Source: an optimization exercise on an open RTL-to-GDS flow (aim: small area, a short achievable clock period and few clock cycles per item). Production flows keep margins and buffers that such runs may drop. Only simulation tests tie the RTL to the original design; equivalence was not proved. Power figures rest on the tool's default switching activity, not on a simulated workload.

$ cat flow/config.mk
export PLATFORM = sky130hd
export DESIGN_NAME = lamp_display_mux
export DESIGN_NICKNAME = lamp_display_mux
export VERILOG_FILES = /design/flow/design.v
export SDC_FILE = /design/flow/constraint.sdc
export NUM_CORES = 4
export LEC_CHECK = 0
export ABC_AREA = 1
export CAP_MARGIN = 20
export CORE_MARGIN = 2
export CORE_UTILIZATION = 40
export PLACE_DENSITY = 0.6
export SETUP_SLACK_MARGIN = 2.7
export SLEW_MARGIN = 20
$ cat flow/constraint.sdc
create_clock -name core_clock -period 8.0 [get_ports {clk}]
set_input_delay 1.6000 -clock core_clock [delete_from_list [all_inputs] [get_ports {clk}]]
set_output_delay 1.6000 -clock core_clock [all_outputs]
set_load 0.01 [all_outputs]
$ cat flow/design.v
module ldm_dd #(parameter N = 6) (
    input  wire [23:0]  bcd_in,
    input  wire [N-1:0] bits,
    output reg  [23:0]  bcd_out
);
    integer k, n;
    reg [3:0] dg, ad;
    always @(*) begin
        bcd_out = bcd_in;
        for (n = N - 1; n >= 0; n = n - 1) begin
            for (k = 0; k < 6; k = k + 1) begin
                dg = bcd_out[4*k +: 4];
                ad[3] = dg[3] | (dg[2] & (dg[1] | dg[0]));
                ad[2] = (dg[2] & ~dg[1] & ~dg[0]) | (dg[3] & dg[0]);
                ad[1] = (~dg[2] & dg[1]) | (dg[2] & dg[1] & dg[0]) | (dg[3] & ~dg[0]);
                ad[0] = (~dg[3] & ~dg[2] & dg[0]) | (dg[2] & dg[1] & ~dg[0]) | (dg[3] & ~dg[0]);
                bcd_out[4*k +: 4] = ad;
            end
            bcd_out = {bcd_out[22:0], bits[n]};
        end
    end
endmodule
module ldm_div_stage #(parameter RB = 6) (
    input  wire [7:0]    r_in,
    input  wire [RB-1:0] bits,
    input  wire [7:0]    d,
    input  wire [9:0]    d3,
    output reg  [7:0]    r_out,
    output reg           q_last
);
    integer k;
    reg [9:0]  x;
    reg [10:0] s1, s2, s3;
    always @(*) begin
        r_out  = r_in;
        q_last = 1'b0;
        for (k = RB / 2 - 1; k >= 0; k = k - 1) begin
            x  = {r_out, bits[2*k +: 2]};
            s1 = {1'b0, x} - {3'b000, d};
            s2 = {1'b0, x} - {2'b00, d, 1'b0};
            s3 = {1'b0, x} - {1'b0, d3};
            if (!s3[10]) begin
                r_out  = s3[7:0];
                q_last = 1'b1;
            end else if (!s2[10]) begin
                r_out  = s2[7:0];
                q_last = 1'b0;
            end else if (!s1[10]) begin
                r_out  = s1[7:0];
                q_last = 1'b1;
            end else begin
                r_out  = x[7:0];
                q_last = 1'b0;
            end
        end
    end
endmodule
module ldm_sel (
    input  wire [511:0] fp,
    input  wire [2:0]   sb,
    input  wire [2:0]   sbp,         
    input  wire [5:0]   ptr,
    input  wire         use_ptr,
    output wire         found,
    output reg  [5:0]   idx,
    output reg  [7:0]   idx_fp,
    output reg  [63:0]  flash,
    output reg  [63:0]  after        
);
    integer i, g;
    reg [7:0]  gt_hi, eq_hi, gt_lo;
    reg [63:0] cand, oh;
    reg [7:0]  gor;
    reg        below;
    reg [2:0]  rb, rb2;
    wire [2:0] rptr_hi = ptr[5:3] - sbp;
    always @(*) begin
        for (i = 0; i < 8; i = i + 1) begin
            rb = i[2:0] - sbp;
            gt_hi[i] = !use_ptr || (rb > rptr_hi);
            eq_hi[i] = use_ptr && (rb == rptr_hi);
            gt_lo[i] = (i > ptr[2:0]);
        end
        for (i = 0; i < 64; i = i + 1) begin
            flash[i] = (fp[8*i +: 8] != 8'd0);
            after[i] = gt_hi[i / 8] || (eq_hi[i / 8] && gt_lo[i % 8]);
            cand[i]  = flash[i] && after[i];
        end
        for (g = 0; g < 8; g = g + 1)
            gor[g] = (cand[8*g +: 8] != 8'd0);
        for (g = 0; g < 8; g = g + 1) begin
            below = 1'b0;
            rb = g[2:0] - sb;
            for (i = 0; i < 8; i = i + 1) begin
                rb2 = i[2:0] - sb;
                if (rb2 < rb)
                    below = below | gor[i];
            end
            for (i = 0; i < 8; i = i + 1) begin
                oh[8*g + i] = cand[8*g + i] && !below;
                below = below | cand[8*g + i];
            end
        end
        idx    = 6'd0;
        idx_fp = 8'd0;
        for (i = 0; i < 64; i = i + 1) begin
            if (oh[i]) begin
                idx    = idx | i;
                idx_fp = idx_fp | fp[8*i +: 8];
            end
        end
    end
    assign found = (gor != 8'd0);
endmodule
module ldm_flashq (
    input  wire [15:0] x,
    output wire [7:0]  q
);
    wire       big = (x > 16'd2550);
    wire [7:0] q0  = x[11:0] / 12'd10;
    wire       nz  = (x != 16'd0);
    assign q = big ? 8'd255 : {q0[7:1], q0[0] | (nz && q0[7:1] == 7'd0)};
endmodule
module lamp_display_mux (
    input  wire        clk,
    input  wire        rst,
    input  wire        cmd_valid,
    output wire        cmd_ready,
    input  wire [63:0] cmd,
    output reg         rsp_valid,
    output wire [31:0] rsp,
    input  wire        step_valid,
    output wire        step_ready,
    output reg         step_done,
    output wire [7:0]  lamp_strobe,
    output wire [7:0]  lamp_data,
    output wire [7:0]  disp_strobe,
    output wire [7:0]  disp_data_a,
    output wire [7:0]  disp_data_b
);
    localparam [7:0] OP_UPDATE    = 8'h3F;
    localparam [7:0] OP_LAMPSET   = 8'h40;
    localparam [7:0] OP_LAMPOFF   = 8'h41;
    localparam [7:0] OP_DISPVAL   = 8'h48;
    localparam [7:0] OP_DISPBLANK = 8'h49;
    localparam [7:0] OP_DISPGETB  = 8'h4A;
    localparam R1 = 2;
    localparam RB = 4;
    localparam TW = 30 - R1;         
    localparam NS = 1 + TW / RB;
    integer i, j;
    reg [63:0]  lamp_on;
    reg [63:0]  lamp_dim1;
    reg [63:0]  lamp_dim2;
    reg [511:0] lamp_fp;         
    reg [2:0]   lamp_bank;
    reg         dimc1;
    reg [1:0]   dimc2;
    reg [95:0]  dig_main;        
    reg [15:0]  dig_aux;         
    reg [23:0]  blank_main;      
    reg [3:0]   blank_aux;       
    reg [3:0]   disp_slot;
    reg         st_dv;           
    reg         st_upd;          
    wire        step_blocked;
    wire        cmd_blocked;
    assign step_ready = !st_dv && !step_blocked;
    assign cmd_ready  = !st_dv && !step_valid && !cmd_blocked;
    wire acc_step = step_valid && step_ready;
    wire acc_cmd  = cmd_valid && cmd_ready;
    wire [7:0]  op    = cmd[63:56];
    wire [7:0]  arg_a = cmd[55:48];
    wire [7:0]  arg_b = cmd[47:40];
    wire        flag0 = cmd[32];
    wire [31:0] arg_w = cmd[31:0];
    wire op_lampset = (op == OP_LAMPSET);
    wire op_lampoff = (op == OP_LAMPOFF);
    wire op_dispval = (op == OP_DISPVAL);
    wire op_dispblk = (op == OP_DISPBLANK);
    wire op_dispgtb = (op == OP_DISPGETB);
    wire op_update  = (op == OP_UPDATE);
    wire op_field   = op_dispval | op_dispblk | op_dispgtb;
    wire op_known   = op_lampset | op_lampoff | op_field | op_update;
    wire lamp_id_ok  = (arg_a[7:6] == 2'b00);
    wire field_id_ok = (arg_a[7:3] == 5'd0) && !(arg_a[2] && arg_a[1]);
    wire field_aux   = arg_a[2];             
    assign lamp_strobe = 8'd1 << lamp_bank;
    reg [7:0] bank_on, bank_dim1, bank_dim2;
    always @(*) begin
        bank_on   = 8'd0;
        bank_dim1 = 8'd0;
        bank_dim2 = 8'd0;
        for (i = 0; i < 8; i = i + 1) begin
            if (lamp_strobe[i]) begin
                bank_on   = bank_on   | lamp_on[8*i +: 8];
                bank_dim1 = bank_dim1 | lamp_dim1[8*i +: 8];
                bank_dim2 = bank_dim2 | lamp_dim2[8*i +: 8];
            end
        end
    end
    assign lamp_data   = bank_on & ((~bank_dim1 & ~bank_dim2) |
                                    (dimc1 ? 8'h00 : bank_dim1) |
                                    ((dimc2 == 2'd0) ? bank_dim2 : 8'h00));
    assign disp_strobe = {4'd0, disp_slot};
    reg [3:0] lane0, lane1, lane2, lane3;
    always @(*) begin
        lane0 = 4'hF;
        lane1 = 4'hF;
        lane2 = 4'hF;
        lane3 = 4'hF;
        if (disp_slot < 4'd6) begin
            if (blank_main[0  + disp_slot[2:0]]) lane0 = dig_main[0  + 4*disp_slot[2:0] +: 4];
            if (blank_main[6  + disp_slot[2:0]]) lane1 = dig_main[24 + 4*disp_slot[2:0] +: 4];
            if (blank_main[12 + disp_slot[2:0]]) lane2 = dig_main[48 + 4*disp_slot[2:0] +: 4];
            if (blank_main[18 + disp_slot[2:0]]) lane3 = dig_main[72 + 4*disp_slot[2:0] +: 4];
        end else if (disp_slot[3:1] == 3'b100) begin
            if (blank_aux[0 + disp_slot[0]]) lane0 = dig_aux[0 + 4*disp_slot[0] +: 4];
            if (blank_aux[2 + disp_slot[0]]) lane1 = dig_aux[8 + 4*disp_slot[0] +: 4];
        end
    end
    assign disp_data_a = {lane1, lane0};
    assign disp_data_b = {lane3, lane2};
    reg       rsp_err;           
    reg       rsp_rsv;           
    reg [5:0] rsp_data;
    assign rsp = {1'b0, rsp_err, 1'b0, rsp_rsv, 22'd0, rsp_data};
    wire [15:0] period_ms = arg_w[15:0];
    wire [7:0]  flash_q;
    ldm_flashq u_fq (.x(period_ms), .q(flash_q));
    wire [5:0] ge_pow;           
    function ge_const;           
        input [31:0] x;
        input [31:0] c;
        integer k;
        begin
            ge_const = 1'b1;
            for (k = 0; k < 32; k = k + 1)
                ge_const = c[k] ? (x[k] && ge_const) : (x[k] || ge_const);
        end
    endfunction
    assign ge_pow[0] = ge_const(arg_w, 32'd1);
    assign ge_pow[1] = ge_const(arg_w, 32'd10);
    assign ge_pow[2] = ge_const(arg_w, 32'd100);
    assign ge_pow[3] = ge_const(arg_w, 32'd1000);
    assign ge_pow[4] = ge_const(arg_w, 32'd10000);
    assign ge_pow[5] = ge_const(arg_w, 32'd100000);
    reg [5:0] mask_main;
    reg [1:0] mask_aux;
    always @(*) begin
        for (i = 0; i < 6; i = i + 1)
            mask_main[i] = !flag0 || ge_pow[5 - i] || ge_const({24'd0, arg_b}, 6 - i);
        for (i = 0; i < 2; i = i + 1)
            mask_aux[i] = !flag0 || ge_pow[1 - i] || ge_const({24'd0, arg_b}, 2 - i);
    end
    reg [TW-1:0] treg;           
    reg [R1-1:0] tq_hi;          
    reg [2:0]    rem5;
    reg [NS-2:0] d5_sel;         
    reg  [23:0] bcd;
    reg  [23:0] dvreg;           
    reg  [1:0]  dv_k;            
    reg  [2:0]  dv_field;
    wire [1:0]  dv_n1 = (arg_w[31:24] != 8'd0) ? 2'd3 :
                        (arg_w[23:16] != 8'd0) ? 2'd2 :
                        (arg_w[15:8]  != 8'd0) ? 2'd1 : 2'd0;
    reg  [7:0]  dv_top, dv_chunk;
    always @(*) begin
        dv_top   = 8'd0;
        dv_chunk = 8'd0;
        for (i = 0; i < 4; i = i + 1)
            if (dv_n1 == i) dv_top = dv_top | arg_w[8*i +: 8];
        for (i = 0; i < 3; i = i + 1)
            if (dv_k == i) dv_chunk = dv_chunk | dvreg[8*i +: 8];
    end
    wire [23:0] bcd_first, bcd_cont;
    ldm_dd #(.N(8)) u_dd_first (.bcd_in(24'd0), .bits(dv_top), .bcd_out(bcd_first));
    ldm_dd #(.N(8)) u_dd_cont  (.bcd_in(bcd), .bits(dv_chunk), .bcd_out(bcd_cont));
    wire [23:0] bcd_new   = st_dv ? bcd_cont : bcd_first;
    wire acc_dispval = acc_cmd && op_dispval && field_id_ok;
    wire dv_last     = st_dv ? (dv_k == 2'd0) : (dv_n1 == 2'd0);
    wire dv_write    = (st_dv || acc_dispval) && dv_last;
    wire [2:0] dv_wfield = st_dv ? dv_field : arg_a[2:0];
    function [3:0] div5_bit;     
        input [2:0] r;
        input       b;
        reg   [3:0] x;
        begin
            x = {r, b};
            div5_bit[3] = x[3] | (x[2] & (x[1] | x[0]));
            div5_bit[2] = (x[2] & ~x[1] & ~x[0]) | (x[3] & x[0]);
            div5_bit[1] = (~x[2] & x[1]) | (x[2] & x[1] & x[0]) | (x[3] & ~x[0]);
            div5_bit[0] = (~x[3] & ~x[2] & x[0]) | (x[2] & x[1] & ~x[0]) | (x[3] & ~x[0]);
        end
    endfunction
    reg [R1+1:0] q5_first;
    reg [2:0]    r5_first;
    reg [3:0]    t5;
    always @(*) begin
        r5_first = 3'd0;
        for (i = R1 + 1; i >= 0; i = i - 1) begin
            t5 = div5_bit(r5_first, arg_w[TW + i]);
            q5_first[i] = t5[3];
            r5_first = t5[2:0];
        end
    end
    reg [RB-1:0] d5_in;
    reg [RB-1:0] q5_next;
    reg [2:0]    r5_next;
    reg [3:0]    t5n;
    always @(*) begin
        d5_in = {RB{1'b0}};
        for (i = 0; i < NS - 1; i = i + 1)
            if (d5_sel[i]) d5_in = d5_in | treg[TW - RB - RB*i +: RB];
        r5_next = rem5;
        for (i = RB - 1; i >= 0; i = i - 1) begin
            t5n = div5_bit(r5_next, d5_in[i]);
            q5_next[i] = t5n[3];
            r5_next = t5n[2:0];
        end
    end
    reg  [5:0] ptr;
    wire       found;
    wire [5:0] sel_idx;
    wire [7:0] sel_fp;
    wire [63:0] flash;
    wire [63:0] after_ptr;
    reg  [2:0]  upd_sb;          
    wire [2:0]  sel_sb = st_upd ? upd_sb : lamp_bank + 3'd1;
    ldm_sel u_sel (.fp(lamp_fp), .sb(sel_sb), .sbp(upd_sb), .ptr(ptr), .use_ptr(st_upd),
                   .found(found), .idx(sel_idx), .idx_fp(sel_fp), .flash(flash),
                   .after(after_ptr));
    reg        pv   [1:NS];
    reg  [5:0] pidx [1:NS];
    reg  [7:0] pfp  [1:NS];
    reg  [9:0] pd3  [2:NS];      
    reg  [7:0] prem [2:NS];
    wire [9:0] d3_first = {2'b00, pfp[1]} + {1'b0, pfp[1], 1'b0};
    wire [7:0] srem [1:NS];
    wire       sq   [1:NS];
    genvar g;
    generate
        for (g = 1; g <= NS; g = g + 1) begin : g_stage
            if (g == 1) begin : g_first
                ldm_div_stage #(.RB(R1)) u_st (
                    .r_in(8'd0), .bits(tq_hi), .d(pfp[g]), .d3(d3_first),
                    .r_out(srem[g]), .q_last(sq[g]));
            end else begin : g_next
                ldm_div_stage #(.RB(RB)) u_st (
                    .r_in(prem[g]), .bits(treg[TW - RB*(g-1) +: RB]), .d(pfp[g]), .d3(pd3[g]),
                    .r_out(srem[g]), .q_last(sq[g]));
            end
        end
    endgenerate
    wire upd_on = !sq[NS];
    reg  pv_mid;                 
    always @(*) begin
        pv_mid = 1'b0;
        for (i = 1; i < NS; i = i + 1)
            pv_mid = pv_mid | pv[i];
    end
    wire acc_update = acc_cmd && op_update;
    wire upd_issue  = (acc_update || st_upd) && found;
    wire upd_drain  = !found && !pv_mid;
    wire upd_wr     = st_upd && pv[NS];
    reg        wnone;            
    reg  [2:0] wr_hi;            
    reg  [2:0] wr_lo;            
    reg  [63:0] pend;
    reg  [2:0]  rb_i;
    reg  [7:0]  bank_pend;
    always @(*) begin
        for (i = 0; i < 64; i = i + 1) begin
            rb_i = i[5:3] - upd_sb;
            pend[i] = flash[i] && (wnone || (rb_i > wr_hi) ||
                                   (rb_i == wr_hi && i[2:0] > wr_lo));
        end
        for (i = 0; i < 8; i = i + 1)
            bank_pend[i] = (pend[8*i +: 8] != 8'd0);
    end
    reg  bp1_q, bp2_q;           
    reg  stepped_q;              
    always @(posedge clk) begin
        bp1_q     <= acc_update || bank_pend[lamp_bank + 3'd1];
        bp2_q     <= acc_update || bank_pend[lamp_bank + 3'd2];
        stepped_q <= acc_step;
    end
    assign step_blocked = st_upd && (stepped_q ? bp2_q : bp1_q);
    wire ls_fp_zero = !flag0 || (period_ms == 16'd0);
    wire ls_pend    = pend[arg_a[5:0]];
    wire ls_safe    = !lamp_id_ok || (!ls_pend && (!after_ptr[arg_a[5:0]] || ls_fp_zero));
    reg  ls_safe_q;              
    reg  offer_q;                
    assign cmd_blocked  = st_upd && ((op_lampset && !(offer_q && ls_safe_q)) ||
                                     op_lampoff || op_update);
    wire        clr_lamps = rst || (acc_cmd && op_lampoff);
    wire        ls_wr     = acc_cmd && op_lampset && lamp_id_ok;
    wire [63:0] ls_dec    = 64'd1 << arg_a[5:0];
    wire [63:0] up_dec    = 64'd1 << pidx[NS];
    wire        ls_on     = ls_wr && ls_fp_zero;
    wire [7:0]  fp_wd     = (clr_lamps || !flag0) ? 8'd0 : flash_q;
    wire        d1_wd     = !clr_lamps && flag0 && arg_b[0];
    wire        d2_wd     = !clr_lamps && flag0 && arg_b[1];
    always @(posedge clk) begin
        for (i = 0; i < 64; i = i + 1) begin
            if (clr_lamps || (ls_wr && ls_dec[i])) begin
                lamp_fp[8*i +: 8] <= fp_wd;
                lamp_dim1[i]      <= d1_wd;
                lamp_dim2[i]      <= d2_wd;
            end
            if (clr_lamps)
                lamp_on[i] <= 1'b0;
            else if (ls_on && ls_dec[i])
                lamp_on[i] <= flag0;
            else if (upd_wr && up_dec[i])
                lamp_on[i] <= upd_on;
        end
    end
    always @(posedge clk) begin
        for (i = 0; i < 4; i = i + 1) begin
            if (rst)
                blank_main[6*i +: 6] <= 6'd0;
            else if (acc_cmd && (op_dispval || op_dispblk) && arg_a == i)
                blank_main[6*i +: 6] <= op_dispblk ? arg_w[5:0] : mask_main;
            if (rst)
                dig_main[24*i +: 24] <= 24'd0;
            else if (dv_write && dv_wfield == i)
                for (j = 0; j < 6; j = j + 1)
                    dig_main[24*i + 4*j +: 4] <= bcd_new[4*(5 - j) +: 4];
        end
        for (i = 0; i < 2; i = i + 1) begin
            if (rst)
                blank_aux[2*i +: 2] <= 2'd0;
            else if (acc_cmd && (op_dispval || op_dispblk) && arg_a == 4 + i)
                blank_aux[2*i +: 2] <= op_dispblk ? arg_w[1:0] : mask_aux;
            if (rst)
                dig_aux[8*i +: 8] <= 8'd0;
            else if (dv_write && dv_wfield == 4 + i)
                dig_aux[8*i +: 8] <= {bcd_new[3:0], bcd_new[7:4]};
        end
    end
    always @(posedge clk) begin
        if (rst) begin
            lamp_bank <= 3'd0;
            dimc1     <= 1'b0;
            dimc2     <= 2'd0;
            disp_slot <= 4'd0;
            st_dv     <= 1'b0;
            st_upd    <= 1'b0;
            rsp_valid <= 1'b0;
            step_done <= 1'b0;
            offer_q   <= 1'b0;
        end else begin
            step_done <= acc_step;
            offer_q   <= cmd_valid && !acc_cmd;
            ls_safe_q <= ls_safe;
            if (acc_step) begin
                lamp_bank <= lamp_bank + 3'd1;
                if (lamp_bank == 3'd7) begin
                    dimc1 <= !dimc1;
                    dimc2 <= (dimc2 == 2'd2) ? 2'd0 : dimc2 + 2'd1;
                end
                disp_slot <= disp_slot + 4'd1;
            end
            rsp_valid <= 1'b0;
            if (acc_cmd) begin
                if (acc_dispval)
                    rsp_valid <= dv_last;
                else
                    rsp_valid <= 1'b1;
                st_dv  <= acc_dispval && !dv_last;
                if (acc_update)
                    st_upd <= found;
            end
            if (st_dv && dv_last) begin
                rsp_valid <= 1'b1;
                st_dv     <= 1'b0;
            end
            if (st_upd && upd_drain)
                st_upd    <= 1'b0;
        end
    end
    always @(posedge clk) begin
        if (acc_cmd) begin
            rsp_rsv  <= !op_known;
            rsp_err  <= !op_known || (op_lampset && !lamp_id_ok) || (op_field && !field_id_ok);
            rsp_data <= 6'd0;
            if (op_dispgtb && field_id_ok)
                rsp_data <= field_aux ? {4'd0, blank_aux[2*arg_a[0] +: 2]}
                                      : blank_main[6*arg_a[1:0] +: 6];
        end
    end
    always @(posedge clk) begin
        if (acc_update)
            treg <= arg_w[TW-1:0];
        else if (st_upd)
            for (i = 0; i < NS - 1; i = i + 1)
                if (d5_sel[i]) treg[TW - RB - RB*i +: RB] <= q5_next;
        if (acc_update) begin
            tq_hi  <= q5_first[R1-1:0];
            rem5   <= r5_first;
            d5_sel <= {{(NS-2){1'b0}}, 1'b1};
            wnone  <= 1'b1;
            upd_sb <= lamp_bank + 3'd1;
        end else if (st_upd) begin
            d5_sel <= d5_sel << 1;
            if (d5_sel != 0)
                rem5 <= r5_next;
            if (upd_wr) begin
                wnone <= 1'b0;
                wr_hi <= pidx[NS][5:3] - upd_sb;
                wr_lo <= pidx[NS][2:0];
            end
        end
        if (acc_dispval || st_dv) begin
            bcd  <= bcd_new;
            dv_k <= st_dv ? dv_k - 2'd1 : dv_n1 - 2'd1;
        end
        if (acc_dispval) begin
            dv_field <= arg_a[2:0];
            dvreg    <= arg_w[23:0];
        end
    end
    always @(posedge clk) begin
        if (rst) begin
            for (i = 1; i <= NS; i = i + 1)
                pv[i] <= 1'b0;
        end else begin
            pv[1] <= upd_issue;
            for (i = 2; i <= NS; i = i + 1)
                pv[i] <= pv[i - 1];
        end
        if (upd_issue) begin
            ptr     <= sel_idx;
            pidx[1] <= sel_idx;
            pfp[1]  <= sel_fp;
        end
        pd3[2] <= d3_first;
        for (i = 3; i <= NS; i = i + 1)
            pd3[i] <= pd3[i - 1];
        for (i = 2; i <= NS; i = i + 1) begin
            pidx[i] <= pidx[i - 1];
            pfp[i]  <= pfp[i - 1];
            prem[i] <= srem[i - 1];
        end
    end
endmodule
$ cat flow/run.sh
#!/bin/bash
# synth_recipe.tcl (not shown) runs the flow's synth.tcl, then flattens the netlist and writes it again
# the make line also repeats each setting of config.mk as NAME=value (left out here)
make -C /OpenROAD-flow-scripts/flow DESIGN_CONFIG=/design/flow/config.mk WORK_HOME=/design/flow/orfs CLKGATE_MAP_FILE= SYNTH_SCRIPT=/design/flow/synth_recipe.tcl finish
==> results.json, run 1 <==
{
  "slowest_delay_ns": 0.42,
  "crit_type": "reg -> reg",
  "dp_hpwl_mm": 201,
  "ctsHtreeMaxLevel": 4,
  "slowest_stage": "edfxtp_1",
  "wl_per_cell_um": 23.1,
  "via_per_inst": 5.68,
  "final_common_cell": "nand2_1",
  "grt_pass1_vias": 63000,
  "vdd_ir_drop_max_mv": 0.294,
  "grt_setup_unrepaired": "true",
  "synth_area_um2": 73100,
  "insertion_delay_ns": 0.81,
  "io-pin-count": 144,
  "hold_violations": 0,
  "drv_slew": 0,
  "seq_area_um2": 31900,
  "clock-sinks": 1213,
  "hold_end": "pidx[3][2]$_DFF_P_",
  "drc_errors": 0,
  "multi_input_area_um2": 37800,
  "timing.final.ws_setup_ns": 2.77,
  "async_flop_share_pct": 0,
  "hold-path-cell-count": 0,
  "row_count": 156,
  "final_cell_mix": "nand2_1, inv_1, edfxtp_1",
  "initial_utilization_pct": 40.4,
  "gr-total-overflow": 0,
  "yosys_warnings": 15,
  "rr_worst_depth": 32,
  "clk_transition_reported_paths_ns": 0.06,
  "holdBufCountCts": 0,
  "hold_start": "pidx[2][2]$_DFF_P_",
  "cp-start-kind": "flip-flop",
  "grt_max_degree": 117,
  "drive_above_1_share_pct": 13.5,
  "worstPathMaxFanout": 7,
  "synthCells": 8901,
  "grt.total_usage_pct": 28.1,
  "clock.fmax_ghz": 0.191,
  "finalSetupViolCount": 0,
  "synth_ff_type": "edfxtp_1",
  "finalWirelength_mm": 272,
  "min_period_ns": 5.23,
  "place_congestion": 1.02,
  "synth_seq_area_share_pct": 43.6,
  "syn_avg_cell_area_um2": 8.22,
  "dieArea_um2": 186000,
  "syn2layout_area_growth_pct": 17.9,
  "fillers": 17200,
  "r2r-end": "pfp[1][7]$_DFFE_PP_",
  "critical_path_required_ns": 8.63,
  "p_total_mw": 21.0,
  "crit_arrival_ns": 5.86,
  "finalSetupTns_ns": 0,
  "core_um2": 181000,
  "vias": 66900,
  "drt_first_pass_iters": 6,
  "outcome": "finished clean",
  "utilization_pct": 47.6,
  "cts_tree": "yes",
  "max_cap_viol_count": 0,
  "die_h_um": 432,
  "relSlewSlack_pct": 17.6,
  "tightest_slew_ns": 1.22,
  "leakagePower_nw": 36.3,
  "synth_edf_count": 758,
  "hold_path.class": "reg -> reg",
  "ys_ff_latch": 1213,
  "cts_root_buf": "clkbuf_16",
  "regToRegStartpoint": "ptr[3]$_SDFFCE_PP1P_",
  "r2r_slack_ns": 2.77,
  "grt_pass1_wl_mm": 396,
  "drt_iter0_drc": 7780,
  "fin_skew_ns": 0.0418,
  "ant_nets": 0,
  "clock_path_buffers": 3,
  "layout.nets": 9831,
  "p_per_area_nw_per_um2": 244,
  "fp.dieW_um": 432,
  "port-buffer-count": 108,
  "ys_types": 86,
  "grt_antenna_before_repair": 14,
  "worst_setup_path_end_kind": "flip-flop",
  "period_share_pct": 65.4,
  "pre_cts_ws_ns": 1.20,
  "cts_buffers": 134
}
[what timing repair did]
| action | in CTS | in global routing |
|---|---|---|
| cloned | 6 | 5 |
| pin swaps | 49 | 99 |
| buffers inserted | 91 | 94 |
| endpoints found under the setup margin | 396 | 522 |
| gates resized for setup | 381 | 362 |
[worst max-delay path, delay by kind of cell (launching register included)]
family / cells / cell delay, ns
adders and majority gates: 3 / 0.80
buffers and inverters: 6 / 0.58
AOI/OAI and AO/OA: 5 / 0.68
DFF: 1 / 0.42
and+or+nand+nor: 18 / 2.55
[state kept, by name, summed over array words and instances, names as in the netlist, 56 cells and up]
register   cells
pfp           57
dig_main      96
pd3           70
lamp_dim1     64
prem          56
lamp_dim2     64
lamp_fp      512
lamp_on       64
[final cells by class]
class                      count  share of cell area [%]
antenna                       12                  0.0348
timing repair buffer         433                    4.63
clock buffer                 177                    4.32
timing repair inverter         4                  0.0276
multi-input combinational   6208                    43.8
sequential                  1213                    37.0
tap                         2370                    3.44
inverter                    1291                    5.85
clock inverter                66                   0.882
[cell usage after synthesis (all sizes together), types with 34 or more instances]
| master | instances | share of area, % |
|---|---|---|
| a211oi | 36 | 0.38 |
| a221oi | 34 | 0.41 |
| nor4 | 151 | 1.3 |
| nand2 | 1685 | 8.8 |
| a22oi | 94 | 0.98 |
| a21oi | 634 | 4.5 |
| clkinv | 41 | 0.22 |
| nor3 | 141 | 1.1 |
| nand3 | 325 | 2.3 |
| fa | 44 | 1.2 |
| edfxtp | 758 | 31 |
| xor2 | 135 | 1.6 |
| nor2 | 843 | 4.5 |
| o211ai | 99 | 1.0 |
| o22ai | 97 | 0.88 |
| dfxtp | 455 | 12 |
| ha | 434 | 7.4 |
| nand4 | 123 | 1.1 |
| o21bai | 46 | 0.47 |
| buf | 54 | 0.51 |
| inv | 1250 | 6.4 |
| o31ai | 44 | 0.46 |
| o2111ai | 41 | 0.49 |
| xnor2 | 54 | 0.65 |
| clkbuf | 168 | 0.86 |
| o21ai | 840 | 5.8 |
[per-stage QoR]
stage,instance area (um2),cells,hold WS (ns)
3_3_place_gp,77400,11300,0.310
3_5_place_dp,77400,11300,0.312
6_report,86200,11800,0.315
4_1_cts,84100,11700,0.318
2_1_floorplan,73300,8928,0.310
5_1_grt,86200,11800,0.319
[worst max path at each step]
stage,from,end,slack [ns],cells after the start
floorplan,cmd[60],lamp_dim1[0]$_DFFE_PP_,2.60,13
global placement,cmd[10],lamp_fp[281]$_DFFE_PP_,1.29,39
detailed placement,cmd[10],lamp_fp[281]$_DFFE_PP_,1.20,37
CTS,ptr[3]$_SDFFCE_PP1P_,pfp[1][3]$_DFFE_PP_,2.63,36
global route,pfp[2][2]$_DFF_P_,prem[3][1]$_DFF_P_,2.60,28
finish,ptr[3]$_SDFFCE_PP1P_,pfp[1][7]$_DFFE_PP_,2.77,32
[power by group]
part | total, mW | switching [mW] | leakage (nW) | internal (mW)
logic | 7.24 | 4.50 | 23.2 | 2.74
registers | 7.38 | 0.292 | 11.0 | 7.09
clock network | 6.38 | 2.71 | 2.19 | 3.67
[logic make-up (layout without fill, tap and decap cells)]
kind of cell    count (synthesis)  after routing  synth area share (%)
simple gates                 3332           3338                  19.7
compound gates               2159           2159                  17.6
buf+inv                      1513           1971                  8.01
flops                        1213           1213                  43.6
fa+ha+maj                     478            478                  8.63
xor+xnor                      189            189                  2.27
mux                            16             16                 0.219
other cells                     1             40               0.00513
[per-layer routing]
metal | wire length [um] | global-route usage, % | up-vias
met5 | 40 | 0 | -
met4 | 17800 | 16.2 | 6
met3 | 22900 | 5.59 | 666
met2 | 121000 | 44.3 | 2903
met1 | 110000 | 36.0 | 31900
li1 | - | - | 31500
Testbench counts, summed over its fixed seeds: cycles 5,950, items 3,200.
==> run 2: changes to the inputs <==
--- a/flow/config.mk
+++ b/flow/config.mk
@@ -10,5 +10,5 @@
 export CORE_MARGIN = 2
 export CORE_UTILIZATION = 40
 export PLACE_DENSITY = 0.6
-export SETUP_SLACK_MARGIN = 2.7
+export SETUP_SLACK_MARGIN = 2.3
 export SLEW_MARGIN = 20
==> results.json, run 2 <==
{
  "slowest_stage": "clkdlybuf4s50_1",
  "grt_setup_unrepaired": "true",
  "crit_arrival_ns": 4.06,
  "period_share_pct": 70.8,
  "crit_family": "compound AO/OA/AOI/OAI gates",
  "ant_nets": 0,
  "drt_first_pass_iters": 7,
  "synth_edf_count": 758,
  "final_common_cell": "nand2_1",
  "via_per_inst": 5.70,
  "fp.dieW_um": 432,
  "tightest_slew_ns": 1.19,
  "grt_pass1_wl_mm": 395,
  "hold_path.class": "reg -> reg",
  "wl_per_cell_um": 23.3,
  "row_count": 156,
  "slowest_delay_ns": 0.57,
  "final_cell_area_um2": 84500,
  "cts_tree": "yes",
  "clock_path_buffers": 3,
  "ys_ff_latch": 1213,
  "cp-start-kind": "flip-flop",
  "seq_area_um2": 31900,
  "hold_violations": 0,
  "die_h_um": 432,
  "multi_input_area_um2": 37000,
  "largest_reg_flops": 512,
  "syn_avg_cell_area_um2": 8.22,
  "clk_transition_reported_paths_ns": 0.06,
  "gr-total-overflow": 0,
  "syn2layout_area_growth_pct": 15.6,
  "vdd_ir_drop_max_mv": 0.422,
  "drt_iter0_drc": 7067,
  "utilization_pct": 46.7,
  "holdBufCountCts": 0,
  "finalSetupTns_ns": 0,
  "initial_utilization_pct": 40.4,
  "clock-sinks": 1213,
  "fin_skew_ns": 0.0364,
  "largest-register": "lamp_fp",
  "leakagePower_nw": 35.7,
  "synth_ff_type": "edfxtp_1",
  "grt_pass1_vias": 62200,
  "grt_max_degree": 127,
  "place_congestion": 1.02,
  "reg.largest.list": "lamp_fp (512), dig_main (96), pd3 (70)",
  "worstPathMaxFanout": 15,
  "insertion_delay_ns": 0.80,
  "worst_setup_path_end_kind": "output port",
  "yosysTopAreaCell": "edfxtp_1",
  "drc_errors": 0,
  "synth_area_um2": 73100,
  "clock.fmax_ghz": 0.177,
  "io-pin-count": 144,
  "synthCells": 8901,
  "outcome": "finished clean",
  "p_per_area_nw_per_um2": 243,
  "netlist.area_leader.share_pct": 31.1,
  "critical_path_required_ns": 6.40,
  "min_period_ns": 5.66,
  "grt.total_usage_pct": 28.2,
  "finalWirelength_mm": 272,
  "drv_slew": 0,
  "vias": 66700,
  "dp_hpwl_mm": 204,
  "fillers": 17500,
  "final_cell_mix": "nand2_1, inv_1, edfxtp_1",
  "ctsHtreeMaxLevel": 4,
  "port-buffer-count": 108,
  "finalSetupViolCount": 0,
  "relSlewSlack_pct": 19.7,
  "synth_seq_area_share_pct": 43.6,
  "async_flop_share_pct": 0,
  "placedCellCount": 11300,
  "final_cells": 11700,
  "grt_antenna_before_repair": 13,
  "cts_buffers": 131,
  "timing.hold.ws_ns": 0.315,
  "max_cap_viol_count": 0,
  "synth_most_common_cell": "nand2_1",
  "synth_area_leaders": "edfxtp_1, dfxtp_1, nand2_1",
  "crit_type": "reg -> out",
  "cpMostUsedCell": "clkinvlp_4",
  "cts_root_buf": "clkbuf_16",
  "ys_types": 86,
  "layout.nets": 9758,
  "dieArea_um2": 186000,
  "synth_commonest_cells": "nand2_1, inv_1, nor2_1, o21ai_0, edfxtp_1",
  "drive_above_1_share_pct": 11.0,
  "yosys_warnings": 15,
  "dpl_cell_area_um2": 77400,
  "crit_buf_inv": 4,
  "core_um2": 181000,
  "crit_chain": "clkinvlp_4 -> ha_1 -> nand2_2 -> clkinvlp_4 -> buf_4 -> a22oi_1 -> o221ai_1 -> a221o_1 -> a221oi_1 -> a21oi_1 -> a21oi_2 -> clkdlybuf4s50_1"
}
==> run 2: area by class of cell <==
| type | count | share of cell area (%) |
|---|---|---|
| diodes | 4 | 0.0118 |
| clock buffers | 168 | 4.26 |
| clock inverters | 71 | 0.940 |
| inverters | 1291 | 5.87 |
| multi-input cells | 6208 | 43.7 |
| flip-flops and latches | 1213 | 37.7 |
| well taps | 2370 | 3.51 |
| repair buffers | 366 | 3.98 |
| repair inverters | 1 | 0.00592 |
==> run 2: metal layers <==
| metal | vias to the layer above | routed length (um) | global-route usage (%) |
|---|---|---|---|
| met1 | 31800 | 110000 | 36.2 |
| met3 | 674 | 22300 | 4.91 |
| li1 | 31300 | - | - |
| met5 | - | 13 | 0 |
| met2 | 2963 | 121000 | 44.8 |
| met4 | 2 | 18600 | 15.9 |
==> run 2: through the flow <==
stage	total power, mW	worst slack (ns)
after floorplan	12.2	2.01
after global placement	13.8	1.27
after detailed placement	14.0	1.24
after CTS	20.3	2.18
after global routing	21.7	2.16
final	20.5	2.34
==> run 2: cell families (layout without fill, tap and decap cells) <==
logic type	count (synthesis)	count (layout)	synth area share, %
XOR/XNOR	189	189	2.27
other	1	32	0.00513
flip-flops	1213	1213	43.6
adder cells (fa/ha/maj)	478	478	8.63
multiplexers	16	16	0.219
AND/OR/NAND/NOR	3332	3338	19.7
buffers and inverters	1513	1897	8.01
AO/OA/AOI/OAI	2159	2159	17.6
==> run 2: path summary, 6_finish.rpt <==
path                                                start                  end  slack [ns]  cells past startpoint
worst max-delay path            lamp_bank[0]$_SDFFE_PP0P_         lamp_data[4]        2.34                     12
worst min register to register         pidx[6][5]$_DFF_P_   pidx[7][5]$_DFF_P_        0.31                      0
worst min-delay path                   pidx[6][5]$_DFF_P_   pidx[7][5]$_DFF_P_        0.31                      0
worst max register to register       ptr[3]$_SDFFCE_PP1P_  pfp[1][6]$_DFFE_PP_        2.42                     30
==> run 2: report_power, final <==
| part | total, mW | switching (mW) | leakage [nW] | internal, mW |
|---|---|---|---|---|
| clock network | 6.23 | 2.70 | 2.13 | 3.53 |
| registers | 7.37 | 0.289 | 11.0 | 7.08 |
| logic | 6.93 | 4.38 | 22.6 | 2.55 |
==> run 2: repair_timing <==
| item | in CTS | in global routing |
|---|---|---|
| cloned | 1 | 6 |
| resized for setup | 135 | 312 |
| buffers inserted | 56 | 59 |
| pin swaps | 23 | 57 |
| endpoints found under the setup margin | 167 | 389 |
==> run 3: changes to the inputs <==
--- a/flow/design.v
+++ b/flow/design.v
@@ -69,8 +69,10 @@
 );
     integer i, g;
     reg [7:0]  gt_hi, eq_hi, gt_lo;
-    reg [63:0] cand, oh;
-    reg [7:0]  gor;
+    reg [63:0] cand;
+    reg [7:0]  gor, goh;
+    reg [2:0]  bank_lo [0:7];
+    reg [7:0]  bank_fp [0:7];
     reg        below;
     reg [2:0]  rb, rb2;
     wire [2:0] rptr_hi = ptr[5:3] - sbp;
@@ -86,8 +88,19 @@
             after[i] = gt_hi[i / 8] || (eq_hi[i / 8] && gt_lo[i % 8]);
             cand[i]  = flash[i] && after[i];
         end
-        for (g = 0; g < 8; g = g + 1)
-            gor[g] = (cand[8*g +: 8] != 8'd0);
+        for (g = 0; g < 8; g = g + 1) begin
+            gor[g]   = (cand[8*g +: 8] != 8'd0);
+            below    = 1'b0;
+            bank_lo[g] = 3'd0;
+            bank_fp[g] = 8'd0;
+            for (i = 0; i < 8; i = i + 1) begin
+                if (cand[8*g + i] && !below) begin
+                    bank_lo[g] = bank_lo[g] | i[2:0];
+                    bank_fp[g] = bank_fp[g] | fp[8*(8*g + i) +: 8];
+                end
+                below = below | cand[8*g + i];
+            end
+        end
         for (g = 0; g < 8; g = g + 1) begin
             below = 1'b0;
             rb = g[2:0] - sb;
@@ -96,17 +109,14 @@
                 if (rb2 < rb)
                     below = below | gor[i];
             end
-            for (i = 0; i < 8; i = i + 1) begin
-                oh[8*g + i] = cand[8*g + i] && !below;
-                below = below | cand[8*g + i];
-            end
+            goh[g] = gor[g] && !below;
         end
         idx    = 6'd0;
         idx_fp = 8'd0;
-        for (i = 0; i < 64; i = i + 1) begin
-            if (oh[i]) begin
-                idx    = idx | i;
-                idx_fp = idx_fp | fp[8*i +: 8];
+        for (g = 0; g < 8; g = g + 1) begin
+            if (goh[g]) begin
+                idx    = idx | {g[2:0], bank_lo[g]};
+                idx_fp = idx_fp | bank_fp[g];
             end
         end
     end
@@ -133,7 +143,7 @@
     output wire        step_ready,
     output reg         step_done,
     output wire [7:0]  lamp_strobe,
-    output wire [7:0]  lamp_data,
+    output reg  [7:0]  lamp_data,
     output wire [7:0]  disp_strobe,
     output wire [7:0]  disp_data_a,
     output wire [7:0]  disp_data_b
@@ -186,22 +196,28 @@
     wire field_id_ok = (arg_a[7:3] == 5'd0) && !(arg_a[2] && arg_a[1]);
     wire field_aux   = arg_a[2];             
     assign lamp_strobe = 8'd1 << lamp_bank;
+    wire [2:0] step_bank = lamp_bank + 3'd1;
+    wire [7:0] step_dec  = 8'd1 << step_bank;
+    wire       step_c1z  = (step_bank == 3'd0) ? dimc1 : !dimc1;
+    wire       step_c2z  = (step_bank == 3'd0) ? (dimc2 == 2'd2) : (dimc2 == 2'd0);
     reg [7:0] bank_on, bank_dim1, bank_dim2;
     always @(*) begin
         bank_on   = 8'd0;
         bank_dim1 = 8'd0;
         bank_dim2 = 8'd0;
         for (i = 0; i < 8; i = i + 1) begin
-            if (lamp_strobe[i]) begin
+            if (step_dec[i]) begin
                 bank_on   = bank_on   | lamp_on[8*i +: 8];
                 bank_dim1 = bank_dim1 | lamp_dim1[8*i +: 8];
                 bank_dim2 = bank_dim2 | lamp_dim2[8*i +: 8];
             end
         end
     end
-    assign lamp_data   = bank_on & ((~bank_dim1 & ~bank_dim2) |
-                                    (dimc1 ? 8'h00 : bank_dim1) |
-                                    ((dimc2 == 2'd0) ? bank_dim2 : 8'h00));
+    always @(posedge clk)
+        if (acc_step)
+            lamp_data <= bank_on & ((~bank_dim1 & ~bank_dim2) |
+                                    (step_c1z ? bank_dim1 : 8'h00) |
+                                    (step_c2z ? bank_dim2 : 8'h00));
     assign disp_strobe = {4'd0, disp_slot};
     reg [3:0] lane0, lane1, lane2, lane3;
     always @(*) begin
@@ -258,27 +274,29 @@
     reg [2:0]    rem5;
     reg [NS-2:0] d5_sel;         
     reg  [23:0] bcd;
-    reg  [23:0] dvreg;           
+    reg  [27:0] dvreg;           
     reg  [1:0]  dv_k;            
     reg  [2:0]  dv_field;
-    wire [1:0]  dv_n1 = (arg_w[31:24] != 8'd0) ? 2'd3 :
-                        (arg_w[23:16] != 8'd0) ? 2'd2 :
-                        (arg_w[15:8]  != 8'd0) ? 2'd1 : 2'd0;
-    reg  [7:0]  dv_top, dv_chunk;
+    wire [2:0]  dv_n1 = (arg_w[31:28] != 4'd0) ? 3'd4 :
+                        (arg_w[27:21] != 7'd0) ? 3'd3 :
+                        (arg_w[20:14] != 7'd0) ? 3'd2 :
+                        (arg_w[13:7]  != 7'd0) ? 3'd1 : 3'd0;
+    reg  [6:0]  dv_top, dv_chunk;
     always @(*) begin
-        dv_top   = 8'd0;
-        dv_chunk = 8'd0;
+        dv_top   = 7'd0;
+        dv_chunk = 7'd0;
+        for (i = 0; i < 4; i = i + 1)
+            if (dv_n1 == i) dv_top = dv_top | arg_w[7*i +: 7];
+        if (dv_n1 == 3'd4) dv_top = dv_top | {3'd0, arg_w[31:28]};
         for (i = 0; i < 4; i = i + 1)
-            if (dv_n1 == i) dv_top = dv_top | arg_w[8*i +: 8];
-        for (i = 0; i < 3; i = i + 1)
-            if (dv_k == i) dv_chunk = dv_chunk | dvreg[8*i +: 8];
+            if (dv_k == i) dv_chunk = dv_chunk | dvreg[7*i +: 7];
     end
     wire [23:0] bcd_first, bcd_cont;
-    ldm_dd #(.N(8)) u_dd_first (.bcd_in(24'd0), .bits(dv_top), .bcd_out(bcd_first));
-    ldm_dd #(.N(8)) u_dd_cont  (.bcd_in(bcd), .bits(dv_chunk), .bcd_out(bcd_cont));
+    ldm_dd #(.N(7)) u_dd_first (.bcd_in(24'd0), .bits(dv_top), .bcd_out(bcd_first));
+    ldm_dd #(.N(7)) u_dd_cont  (.bcd_in(bcd), .bits(dv_chunk), .bcd_out(bcd_cont));
     wire [23:0] bcd_new   = st_dv ? bcd_cont : bcd_first;
     wire acc_dispval = acc_cmd && op_dispval && field_id_ok;
-    wire dv_last     = st_dv ? (dv_k == 2'd0) : (dv_n1 == 2'd0);
+    wire dv_last     = st_dv ? (dv_k == 2'd0) : (dv_n1 == 3'd0);
     wire dv_write    = (st_dv || acc_dispval) && dv_last;
     wire [2:0] dv_wfield = st_dv ? dv_field : arg_a[2:0];
     function [3:0] div5_bit;     
@@ -514,11 +532,11 @@
         end
         if (acc_dispval || st_dv) begin
             bcd  <= bcd_new;
-            dv_k <= st_dv ? dv_k - 2'd1 : dv_n1 - 2'd1;
+            dv_k <= st_dv ? dv_k - 2'd1 : dv_n1[1:0] - 2'd1;
         end
         if (acc_dispval) begin
             dv_field <= arg_a[2:0];
-            dvreg    <= arg_w[23:0];
+            dvreg    <= arg_w[27:0];
         end
     end
     always @(posedge clk) begin
--- a/flow/config.mk
+++ b/flow/config.mk
@@ -10,5 +10,5 @@
 export CORE_MARGIN = 2
 export CORE_UTILIZATION = 40
 export PLACE_DENSITY = 0.6
-export SETUP_SLACK_MARGIN = 2.3
+export SETUP_SLACK_MARGIN = 3.0
 export SLEW_MARGIN = 20
==> results.json, run 3 <==
{
  "syn_avg_cell_area_um2": 8.43,
  "synth_area_leaders": "edfxtp_1, dfxtp_1, ha_1",
  "p_sw_mw": 8.10,
  "min_period_ns": 5.05,
  "worstPathMaxFanout": 27,
  "grt_pass1_vias": 60700,
  "wl_per_cell_um": 21.7,
  "largest-register": "lamp_fp",
  "vdd_ir_drop_max_mv": 0.253,
  "grt_max_degree": 111,
  "cts_root_buf": "clkbuf_16",
  "synth_edf_count": 770,
  "relSlewSlack_pct": 27.5,
  "sw_frac_of_total_pct": 36.5,
  "cpMostUsedCell": "inv_1",
  "tightest_slew_ns": 1.09,
  "r2r_slack_ns": 2.95,
  "combPwrFrac_pct": 37.2,
  "intPower_mw": 14.1,
  "crit_arrival_ns": 5.57,
  "clock_path_buffers": 3,
  "synthCells": 8617,
  "ant_nets": 0,
  "gr-total-overflow": 0,
  "yosysTopAreaCell": "edfxtp_1",
  "cp-start-kind": "flip-flop",
  "crit_type": "reg -> reg",
  "final_cells": 11500,
  "placedCellCount": 11000,
  "syn2layout_area_growth_pct": 17.0,
  "r2r-end": "lamp_data[2]$_DFFE_PP_",
  "ys_types": 82,
  "finalWirelength_mm": 249,
  "layout.nets": 9543,
  "final_cell_mix": "nand2_1, inv_1, o21ai_0",
  "die_h_um": 430,
  "crit_chain": "inv_1 -> ha_1 -> buf_4 -> nand2_1 -> inv_1 -> buf_4 -> a32o_1 -> a221oi_1 -> o21ai_0 -> a221oi_1 -> o21a_1 -> inv_1 -> a21oi_1 -> a41oi_1",
  "io-pin-count": 144,
  "synth_most_common_cell": "nand2_1",
  "max_cap_viol_count": 0,
  "hold_violations": 0,
  "leakagePower_nw": 35.4,
  "grt_setup_unrepaired": "true",
  "insertion_delay_ns": 0.81,
  "dieArea_um2": 185000,
  "synth_commonest_cells": "nand2_1, inv_1, o21ai_0, edfxtp_1, a21oi_1",
  "utilization_pct": 47.1,
  "core_um2": 181000,
  "largest_reg_flops": 512,
  "rr_worst_depth": 14,
  "hold_start": "pidx[2][5]$_DFF_P_",
  "ctsHtreeMaxLevel": 4,
  "hold_path.class": "reg -> reg",
  "finalSetupViolCount": 0,
  "fin_skew_ns": 0.0325,
  "regToRegStartpoint": "lamp_bank[2]$_SDFFE_PP0P_",
  "dp_hpwl_mm": 181,
  "row_count": 156,
  "synth_area_um2": 72600,
  "grt_antenna_before_repair": 8,
  "netlist.area_leader.share_pct": 31.8,
  "reg.largest.list": "lamp_fp (512), dig_main (96), pd3 (70)",
  "timing.hold.ws_ns": 0.320,
  "grt.total_usage_pct": 25.6,
  "drt_first_pass_iters": 6,
  "drv_slew": 0,
  "slowest_stage": "a221oi_1",
  "vias": 65000,
  "hold-path-cell-count": 0,
  "worst_setup_path_end_kind": "flip-flop",
  "finalSetupTns_ns": 0,
  "p_per_area_nw_per_um2": 261,
  "clock.fmax_ghz": 0.198,
  "async_flop_share_pct": 0,
  "clock-sinks": 1225,
  "holdBufCountCts": 0,
  "outcome": "finished clean",
  "drc_errors": 0,
  "drive_above_1_share_pct": 11.9,
  "cts_tree": "yes",
  "via_per_inst": 5.66,
  "final_common_cell": "nand2_1",
  "initial_utilization_pct": 40.2,
  "fp.dieW_um": 430,
  "drt_iter0_drc": 6822,
  "port-buffer-count": 108,
  "period_share_pct": 63.1,
  "clockPowerShare_pct": 29.1,
  "ys_ff_latch": 1225,
  "grt_pass1_wl_mm": 365,
  "slowest_delay_ns": 0.85,
  "seqPwrFrac_pct": 33.7,
  "yosys_warnings": 17,
  "hold_end": "pidx[3][5]$_DFF_P_",
  "cts_buffers": 135,
  "clk_transition_reported_paths_ns": 0.07,
  "synth_ff_type": "edfxtp_1",
  "synth_seq_area_share_pct": 44.4,
  "critical_path_required_ns": 8.52,
  "place_congestion": 0.952
}
-- run 3: cell types whose count changed after synthesis, moves of 72 or more --
cell	change
nand2_1	-332
nor2_1	-164
o21ai_0	+134
inv_1	+85
a221oi_1	+73
a21oi_1	+72
-- run 3: area by class of cell --
class / count / area, um2
Timing Repair Buffer: 423 / 3830
Clock inverter: 76 / 886
Sequential cell: 1225 / 32300
Fill cell: 17000 / 95500
Multi-Input combinational cell: 5852 / 36100
Antenna cell: 4 / 10.0
Inverter: 1352 / 5200
Tap cell: 2370 / 2970
Clock buffer: 174 / 3700
-- run 3: worst max path at each step --
| stage | startpoint | end | slack, ns | depth (start not counted) |
|---|---|---|---|---|
| 2_1_floorplan | cmd[62] | lamp_dim1[32]$_DFFE_PP_ | 2.78 | 17 |
| 3_3_place_gp | cmd[18] | bcd[4]$_DFFE_PP_ | 1.51 | 28 |
| 3_5_place_dp | cmd[20] | bcd[4]$_DFFE_PP_ | 1.46 | 28 |
| 4_1_cts | cmd[55] | dig_main[59]$_SDFFE_PP0P_ | 2.73 | 16 |
| 5_1_grt | pfp[6][2]$_DFF_P_ | prem[7][1]$_DFF_P_ | 2.89 | 38 |
| 6_report | lamp_bank[2]$_SDFFE_PP0P_ | lamp_data[2]$_DFFE_PP_ | 2.95 | 14 |
-- run 3: kinds of logic (layout without fill, tap and decap cells) --
| group | count (synthesis) | after routing | share of synthesized area (%) |
|---|---|---|---|
| AND/OR/NAND/NOR | 2757 | 2763 | 16.6 |
| AO/OA/AOI/OAI | 2370 | 2370 | 19.3 |
| buffers and inverters | 1573 | 2025 | 8.35 |
| flip-flops | 1225 | 1225 | 44.4 |
| adder cells (fa/ha/maj) | 486 | 486 | 8.83 |
| XOR/XNOR | 190 | 190 | 2.32 |
| multiplexers | 15 | 15 | 0.208 |
| other | 1 | 32 | 0.00516 |
-- run 3: power groups by stage --
| stage | clock network (mW) | logic (mW) | registers, mW |
|---|---|---|---|
| 6_report | 6.46 | 8.25 | 7.48 |
| 5_1_grt | 6.79 | 9.04 | 7.52 |
| 3_3_place_gp | 0 | 6.47 | 7.60 |
| 3_5_place_dp | 0 | 6.59 | 7.60 |
| 4_1_cts | 6.54 | 7.09 | 7.47 |
| 2_1_floorplan | 0 | 4.88 | 7.50 |
-- run 3: layer usage --
layer	up-vias	GRT usage [%]	share of wire, %
met5	-	0	0.010
met4	4	12.6	5.3
met3	595	4.29	8.3
met2	2766	40.9	45
met1	30900	33.7	41
li1	30700	-	-
-- run 3: worst max-delay path: cells and delay by family (launching register included) --
kind / cells / cell delay [ns]
and+or+nand+nor: 1 / 0.45
DFF: 1 / 0.66
AOI/OAI and AO/OA: 7 / 2.38
adders and majority gates: 1 / 0.41
buffers and inverters: 5 / 0.86
-- run 3: metrics by stage --
stage | power [mW] | setup WS [ns] | instance area [um2]
6_report | 22.2 | 2.95 | 85000
2_1_floorplan | 12.4 | 2.78 | 72800
5_1_grt | 23.4 | 2.89 | 85000
3_5_place_dp | 14.2 | 1.46 | 76800
3_3_place_gp | 14.1 | 1.51 | 76800
4_1_cts | 21.1 | 2.73 | 82500
-- run 3: what timing repair did --
action	4_1_cts	5_1_grt
setup endpoints to repair	639	954
gates resized for setup	169	353
pin swaps	32	101
gates cloned	3	11
setup buffers	58	131
Testbench counts of run 3, summed over its fixed seeds: cycles 6,035, items 3,200.
==> run 4: changes to the inputs <==
--- a/flow/config.mk
+++ b/flow/config.mk
@@ -10,5 +10,5 @@
 export CORE_MARGIN = 2
 export CORE_UTILIZATION = 40
 export PLACE_DENSITY = 0.6
-export SETUP_SLACK_MARGIN = 3.0
+export SETUP_SLACK_MARGIN = 3.4
 export SLEW_MARGIN = 20
==> results.json, run 4 <==
{
  "leakagePower_nw": 37.4,
  "relSlewSlack_pct": 4.86,
  "hold_path.class": "reg -> reg",
  "cts_root_buf": "clkbuf_16",
  "dieArea_um2": 185000,
  "final_cell_mix": "nand2_1, inv_1, edfxtp_1",
  "largest-register": "lamp_fp",
  "layout.nets": 9735,
  "crit_arrival_ns": 5.23,
  "crit_chain": "inv_2 -> ha_4 -> inv_2 -> fa_2 -> clkinv_4 -> ha_4 -> inv_4 -> nand2_2 -> inv_4 -> nand3_4 -> buf_12 -> o21ai_4 -> a21oi_4 -> buf_4 -> nand3_1 -> clkinv_2 -> nand2_1 -> o2111ai_1 -> a221oi_2 -> nand3_1 -> nand2_1 -> nand3_2 -> a21oi_4 -> nand4_1",
  "initial_utilization_pct": 40.2,
  "synthCells": 8617,
  "final_cells": 11700,
  "hold_start": "pidx[4][0]$_DFF_P_",
  "min_period_ns": 4.78,
  "yosys_warnings": 17,
  "drive_above_1_share_pct": 19.0,
  "final_common_cell": "nand2_1",
  "timing.final.ws_setup_ns": 3.22,
  "ys_ff_latch": 1225,
  "place_congestion": 0.953,
  "worst_setup_path_end_kind": "flip-flop",
  "row_count": 156,
  "yosysTopAreaCell": "edfxtp_1",
  "via_per_inst": 5.75,
  "grt_max_degree": 91,
  "drt_first_pass_iters": 6,
  "p_per_area_nw_per_um2": 262,
  "fp.dieW_um": 430,
  "netlist.area_leader.share_pct": 31.8,
  "drc_errors": 0,
  "fin_skew_ns": 0.0355,
  "reg.largest.list": "lamp_fp (512), dig_main (96), pd3 (70)",
  "hold-path-cell-count": 0,
  "clock.fmax_ghz": 0.209,
  "gr-total-overflow": 0,
  "r2r_slack_ns": 3.22,
  "critical_path_required_ns": 8.45,
  "port-buffer-count": 108,
  "outcome": "finished clean",
  "grt_pass1_wl_mm": 380,
  "synth_commonest_cells": "nand2_1, inv_1, o21ai_0, edfxtp_1, a21oi_1",
  "synth_most_common_cell": "nand2_1",
  "cp-start-kind": "flip-flop",
  "rr_worst_depth": 24,
  "tightest_slew_ns": 1.41,
  "io-pin-count": 144,
  "finalWirelength_mm": 265,
  "grt_setup_unrepaired": "true",
  "synth_seq_area_share_pct": 44.4,
  "core_um2": 181000,
  "ctsHtreeMaxLevel": 4,
  "synth_edf_count": 770,
  "p_total_mw": 23.6,
  "clock_path_buffers": 3,
  "synth_ff_type": "edfxtp_1",
  "drt_iter0_drc": 6954,
  "crit_type": "reg -> reg",
  "grt_antenna_before_repair": 22,
  "die_h_um": 430,
  "clk_transition_reported_paths_ns": 0.07,
  "max_cap_viol_count": 0,
  "vias": 67100,
  "slowest_stage": "fa_2",
  "insertion_delay_ns": 0.81,
  "r2r-end": "pfp[1][2]$_DFFE_PP_",
  "regToRegStartpoint": "ptr[3]$_SDFFCE_PP1P_",
  "hold_violations": 0,
  "clock-sinks": 1225,
  "pre_cts_ws_ns": 1.16,
  "wl_per_cell_um": 22.7,
  "drv_slew": 0,
  "finalSetupViolCount": 0,
  "synth_area_leaders": "edfxtp_1, dfxtp_1, ha_1",
  "cts_tree": "yes",
  "finalSetupTns_ns": 0,
  "timing.hold.ws_ns": 0.317,
  "worstPathMaxFanout": 9,
  "grt_pass1_vias": 62400,
  "slowest_delay_ns": 0.56,
  "async_flop_share_pct": 0,
  "ys_types": 82,
  "largest_reg_flops": 512,
  "crit_start": "ptr[3]$_SDFFCE_PP1P_",
  "cts_buffers": 132,
  "placedCellCount": 11000,
  "grt.total_usage_pct": 26.8,
  "synth_area_um2": 72600,
  "period_share_pct": 59.8,
  "ant_nets": 0,
  "hold_end": "pidx[5][0]$_DFF_P_",
  "fillers": 16500,
  "vdd_ir_drop_max_mv": 0.592,
  "syn_avg_cell_area_um2": 8.43,
  "syn2layout_area_growth_pct": 24.0,
  "dp_hpwl_mm": 185
}
run 4: cell counts after synthesis:
Identical to the previous run, type by type.
run 4: worst max path at each step:
stage	end	slack [ns]	cells after the start
after CTS	pfp[1][2]$_DFFE_PP_	3.33	28
final	pfp[1][2]$_DFFE_PP_	3.22	24
after detailed placement	lamp_fp[416]$_DFFE_PP_	1.16	37
after global placement	lamp_fp[416]$_DFFE_PP_	1.09	37
after floorplan	lamp_fp[0]$_DFFE_PP_	3.14	35
after global routing	lamp_on[14]$_SDFFE_PP0P_	2.95	31
run 4: logic make-up (layout without fill, tap and decap cells):
family	after synthesis	count (layout)	synth area share, %
simple gates	2757	2768	16.6
compound gates	2370	2370	19.3
buf+inv	1573	2208	8.35
flops	1225	1225	44.4
fa+ha+maj	486	486	8.83
xor+xnor	190	190	2.32
mux	15	15	0.208
other cells	1	35	0.00516
run 4: where the power goes:
group	total, mW	internal (mW)	switching [mW]
combinational	9.77	3.99	5.78
sequential	7.50	7.20	0.296
clock	6.38	3.67	2.71
run 4: metrics by stage:
step | util, % | area, um2
2_1_floorplan | - | 73100
3_3_place_gp | 42.7 | 77100
3_5_place_dp | 42.7 | 77100
4_1_cts | 47.3 | 85400
5_1_grt | 49.9 | 90100
6_report | 49.9 | 90100
run 4: area by class of cell:
| class | instances | area [um2] | share of cell area, % |
|---|---|---|---|
| sequential | 1225 | 32300 | 35.8 |
| clock buffer | 175 | 3710 | 4.12 |
| tap | 2370 | 2970 | 3.29 |
| clock inverter | 68 | 788 | 0.875 |
| timing repair inverter | 8 | 58.8 | 0.0653 |
| inverter | 1352 | 5350 | 5.94 |
| multi-input combinational | 5857 | 39100 | 43.4 |
| timing repair buffer | 605 | 5820 | 6.46 |
| antenna | 7 | 17.5 | 0.0194 |
run 4: per-layer routing:
metal | wire, um | track usage (%)
met2 | 120000 | 43.3
met4 | 17300 | 14.6
met3 | 22400 | 4.55
met1 | 106000 | 34.2
met5 | 31 | 0
run 4: worst max-delay path: cells and delay by family (launching register included):
| family | cells | cell delay [ns] |
|---|---|---|
| flops | 1 | 0.43 |
| compound gates | 5 | 0.89 |
| buf+inv | 8 | 0.90 |
| simple gates | 8 | 1.22 |
| fa+ha+maj | 3 | 0.96 |
run 4: repair_timing:
action	4_1_cts	5_1_grt
gates cloned	22	22
pin swaps	132	299
hold endpoints to repair	0	0
setup buffers	188	172
endpoints found under the setup margin	1441	687
gates resized for setup	583	821
hold buffers	0	0
==> run 5: changes to the inputs <==
--- a/flow/design.v
+++ b/flow/design.v
@@ -145,8 +145,8 @@
     output wire [7:0]  lamp_strobe,
     output reg  [7:0]  lamp_data,
     output wire [7:0]  disp_strobe,
-    output wire [7:0]  disp_data_a,
-    output wire [7:0]  disp_data_b
+    output reg  [7:0]  disp_data_a,
+    output reg  [7:0]  disp_data_b
 );
     localparam [7:0] OP_UPDATE    = 8'h3F;
     localparam [7:0] OP_LAMPSET   = 8'h40;
@@ -219,24 +219,28 @@
                                     (step_c1z ? bank_dim1 : 8'h00) |
                                     (step_c2z ? bank_dim2 : 8'h00));
     assign disp_strobe = {4'd0, disp_slot};
+    wire [3:0] step_slot = disp_slot + 4'd1;
     reg [3:0] lane0, lane1, lane2, lane3;
     always @(*) begin
         lane0 = 4'hF;
         lane1 = 4'hF;
         lane2 = 4'hF;
         lane3 = 4'hF;
-        if (disp_slot < 4'd6) begin
-            if (blank_main[0  + disp_slot[2:0]]) lane0 = dig_main[0  + 4*disp_slot[2:0] +: 4];
-            if (blank_main[6  + disp_slot[2:0]]) lane1 = dig_main[24 + 4*disp_slot[2:0] +: 4];
-            if (blank_main[12 + disp_slot[2:0]]) lane2 = dig_main[48 + 4*disp_slot[2:0] +: 4];
-            if (blank_main[18 + disp_slot[2:0]]) lane3 = dig_main[72 + 4*disp_slot[2:0] +: 4];
-        end else if (disp_slot[3:1] == 3'b100) begin
-            if (blank_aux[0 + disp_slot[0]]) lane0 = dig_aux[0 + 4*disp_slot[0] +: 4];
-            if (blank_aux[2 + disp_slot[0]]) lane1 = dig_aux[8 + 4*disp_slot[0] +: 4];
+        if (step_slot < 4'd6) begin
+            if (blank_main[0  + step_slot[2:0]]) lane0 = dig_main[0  + 4*step_slot[2:0] +: 4];
+            if (blank_main[6  + step_slot[2:0]]) lane1 = dig_main[24 + 4*step_slot[2:0] +: 4];
+            if (blank_main[12 + step_slot[2:0]]) lane2 = dig_main[48 + 4*step_slot[2:0] +: 4];
+            if (blank_main[18 + step_slot[2:0]]) lane3 = dig_main[72 + 4*step_slot[2:0] +: 4];
+        end else if (step_slot[3:1] == 3'b100) begin
+            if (blank_aux[0 + step_slot[0]]) lane0 = dig_aux[0 + 4*step_slot[0] +: 4];
+            if (blank_aux[2 + step_slot[0]]) lane1 = dig_aux[8 + 4*step_slot[0] +: 4];
         end
     end
-    assign disp_data_a = {lane1, lane0};
-    assign disp_data_b = {lane3, lane2};
+    always @(posedge clk)
+        if (acc_step) begin
+            disp_data_a <= {lane1, lane0};
+            disp_data_b <= {lane3, lane2};
+        end
     reg       rsp_err;           
     reg       rsp_rsv;           
     reg [5:0] rsp_data;
--- a/flow/config.mk
+++ b/flow/config.mk
@@ -10,5 +10,5 @@
 export CORE_MARGIN = 2
 export CORE_UTILIZATION = 40
 export PLACE_DENSITY = 0.6
-export SETUP_SLACK_MARGIN = 3.4
+export SETUP_SLACK_MARGIN = 3.2
 export SLEW_MARGIN = 20
==> results.json, run 5 <==
{
  "worst_setup_path_end_kind": "flip-flop",
  "initial_utilization_pct": 40.4,
  "clock_path_buffers": 3,
  "ctsHtreeMaxLevel": 4,
  "grt_pass1_vias": 62000,
  "yosysTopAreaCell": "edfxtp_1",
  "largest-register": "lamp_fp",
  "io-pin-count": 144,
  "drive_above_1_share_pct": 14.2,
  "leakagePower_nw": 36.1,
  "cts_tree": "yes",
  "insertion_delay_ns": 0.81,
  "syn2layout_area_growth_pct": 19.2,
  "clk_transition_reported_paths_ns": 0.07,
  "async_flop_share_pct": 0,
  "drt_first_pass_iters": 8,
  "finalSetupViolCount": 0,
  "cpMostUsedCell": "nand2_2",
  "synth-xor-area-share_pct": 2.25,
  "post_synth_fa_ha_maj_area_fraction_pct": 8.76,
  "wl_per_cell_um": 22.4,
  "final_common_cell": "nand2_1",
  "port-buffer-count": 108,
  "grt_antenna_before_repair": 11,
  "synth_area_leaders": "edfxtp_1, dfxtp_1, ha_1",
  "dp_hpwl_mm": 187,
  "slowest_stage": "edfxtp_1",
  "synth_area_um2": 73200,
  "place_congestion": 0.978,
  "min_period_ns": 4.89,
  "synth_seq_area_share_pct": 44.7,
  "gr-total-overflow": 0,
  "vdd_ir_drop_max_mv": 0.234,
  "drt_iter0_drc": 6675,
  "synthCells": 8694,
  "synth_edf_count": 786,
  "ys_types": 76,
  "worstPathMaxFanout": 6,
  "synth_compound_area_share_pct": 18.7,
  "p_total_mw": 22.8,
  "cts_buffers": 141,
  "relSlewSlack_pct": 14.3,
  "final_cells": 11600,
  "ant_nets": 0,
  "reg.largest.list": "lamp_fp (512), dig_main (96), pd3 (70)",
  "synth_commonest_cells": "nand2_1, inv_1, o21ai_0, edfxtp_1, a21oi_1",
  "synth_top_family_by_area": "compound AO/OA/AOI/OAI gates",
  "grt_pass1_wl_mm": 377,
  "fp.dieW_um": 432,
  "outcome": "finished clean",
  "synth_ff_type": "edfxtp_1",
  "hold_violations": 0,
  "critical_path_required_ns": 8.58,
  "cts_root_buf": "clkbuf_16",
  "grt_setup_unrepaired": "true",
  "finalWirelength_mm": 259,
  "netlist.area_leader.share_pct": 32.3,
  "grt_max_degree": 125,
  "period_share_pct": 61.2,
  "hold_path.class": "reg -> reg",
  "row_count": 156,
  "vias": 65900,
  "largest_reg_flops": 512,
  "clock-sinks": 1241,
  "grt.total_usage_pct": 26.5,
  "drc_errors": 0,
  "ys_ff_latch": 1241,
  "syn_avg_cell_area_um2": 8.42,
  "max_cap_viol_count": 0,
  "dieArea_um2": 186000,
  "slowest_delay_ns": 0.46
}
-- run 5: cell count changes after synthesis, moves of 26 or more --
cell and delta:
nand2_1 +118, nand3_1 +26, o21ai_0 -103, o211ai_1 +32, o21ai_1 -27, o2111ai_1 +29, inv_1 +27
-- run 5: cells by family after synthesis --
group / after synthesis
xor gates and xnor gates: 188
buffers and inverters: 1583
adders and majority gates: 486
AOI/OAI and AO/OA: 2293
other: 1
DFF: 1241
muxes: 22
and+or+nand+nor: 2880
-- run 5: area by class of cell --
type | instances | area (um2) | share of cell area (%)
Multi-Input combinational cell | 5902 | 37500 | 43.0
Timing Repair inverter | 3 | 22.5 | 0.0258
Clock buffer | 178 | 3810 | 4.37
Antenna cell | 14 | 35.0 | 0.0402
Clock inverter | 79 | 817 | 0.937
Timing Repair Buffer | 443 | 4110 | 4.71
Inverter | 1347 | 5180 | 5.94
Tap cell | 2370 | 2970 | 3.40
Sequential cell | 1241 | 32800 | 37.6
-- run 5: per-layer routing --
layer | share of wire [%] | track usage (%) | up-vias
li1 | - | - | 31100
met1 | 41 | 34.4 | 31400
met2 | 45 | 42.2 | 2782
met3 | 8.0 | 4.69 | 606
met4 | 5.8 | 13.7 | 0
met5 | 0 | 0 | -
-- run 5: what timing repair did --
item / 4_1_cts / 5_1_grt
resized for setup: 321 / 558
pin swaps: 61 / 158
setup buffers: 96 / 121
setup endpoints to repair: 1187 / 1270
hold buffers: 0 / 0
gates cloned: 6 / 12
-- run 5: critical path: cells and delay by family, from the launching register on --
family	cells	cell delay, ns
compound gates	9	1.29
xor+xnor	1	0.31
fa+ha+maj	3	0.76
simple gates	10	1.27
buf+inv	5	0.57
flops	1	0.46
-- run 5: final timing paths --
| kind | start | to | depth (start not counted) |
|---|---|---|---|
| setup / recovery | ptr[3]$_SDFFCE_PP1P_ | pfp[1][2]$_DFFE_PP_ | 28 |
| hold / removal | pidx[5][1]$_DFF_P_ | pidx[6][1]$_DFF_P_ | 0 |
| setup reg to reg | ptr[3]$_SDFFCE_PP1P_ | pfp[1][2]$_DFFE_PP_ | 28 |
| hold reg to reg | pidx[5][1]$_DFF_P_ | pidx[6][1]$_DFF_P_ | 0 |
-- run 5: through the flow --
step	worst slack [ns]	hold WS, ns	cell area (um2)	utilization, %
2_1_floorplan	2.60	0.310	73400	-
3_3_place_gp	1.48	0.311	77300	42.6
3_5_place_dp	1.49	0.312	77300	42.6
4_1_cts	3.15	0.327	84000	46.3
5_1_grt	2.98	0.323	87200	48.1
6_report	3.11	0.316	87200	48.1
-- run 5: report_power, final --
group | total (mW) | leakage, nW | internal (mW) | switching [mW]
clock network | 6.51 | 2.25 | 3.72 | 2.79
logic | 8.65 | 22.6 | 3.40 | 5.24
registers | 7.62 | 11.2 | 7.30 | 0.312
total | 22.8 | 36.1 | 14.4 | 8.35
Testbench counts of run 5, summed over its fixed seeds: cycles 6,035, items 3,200.
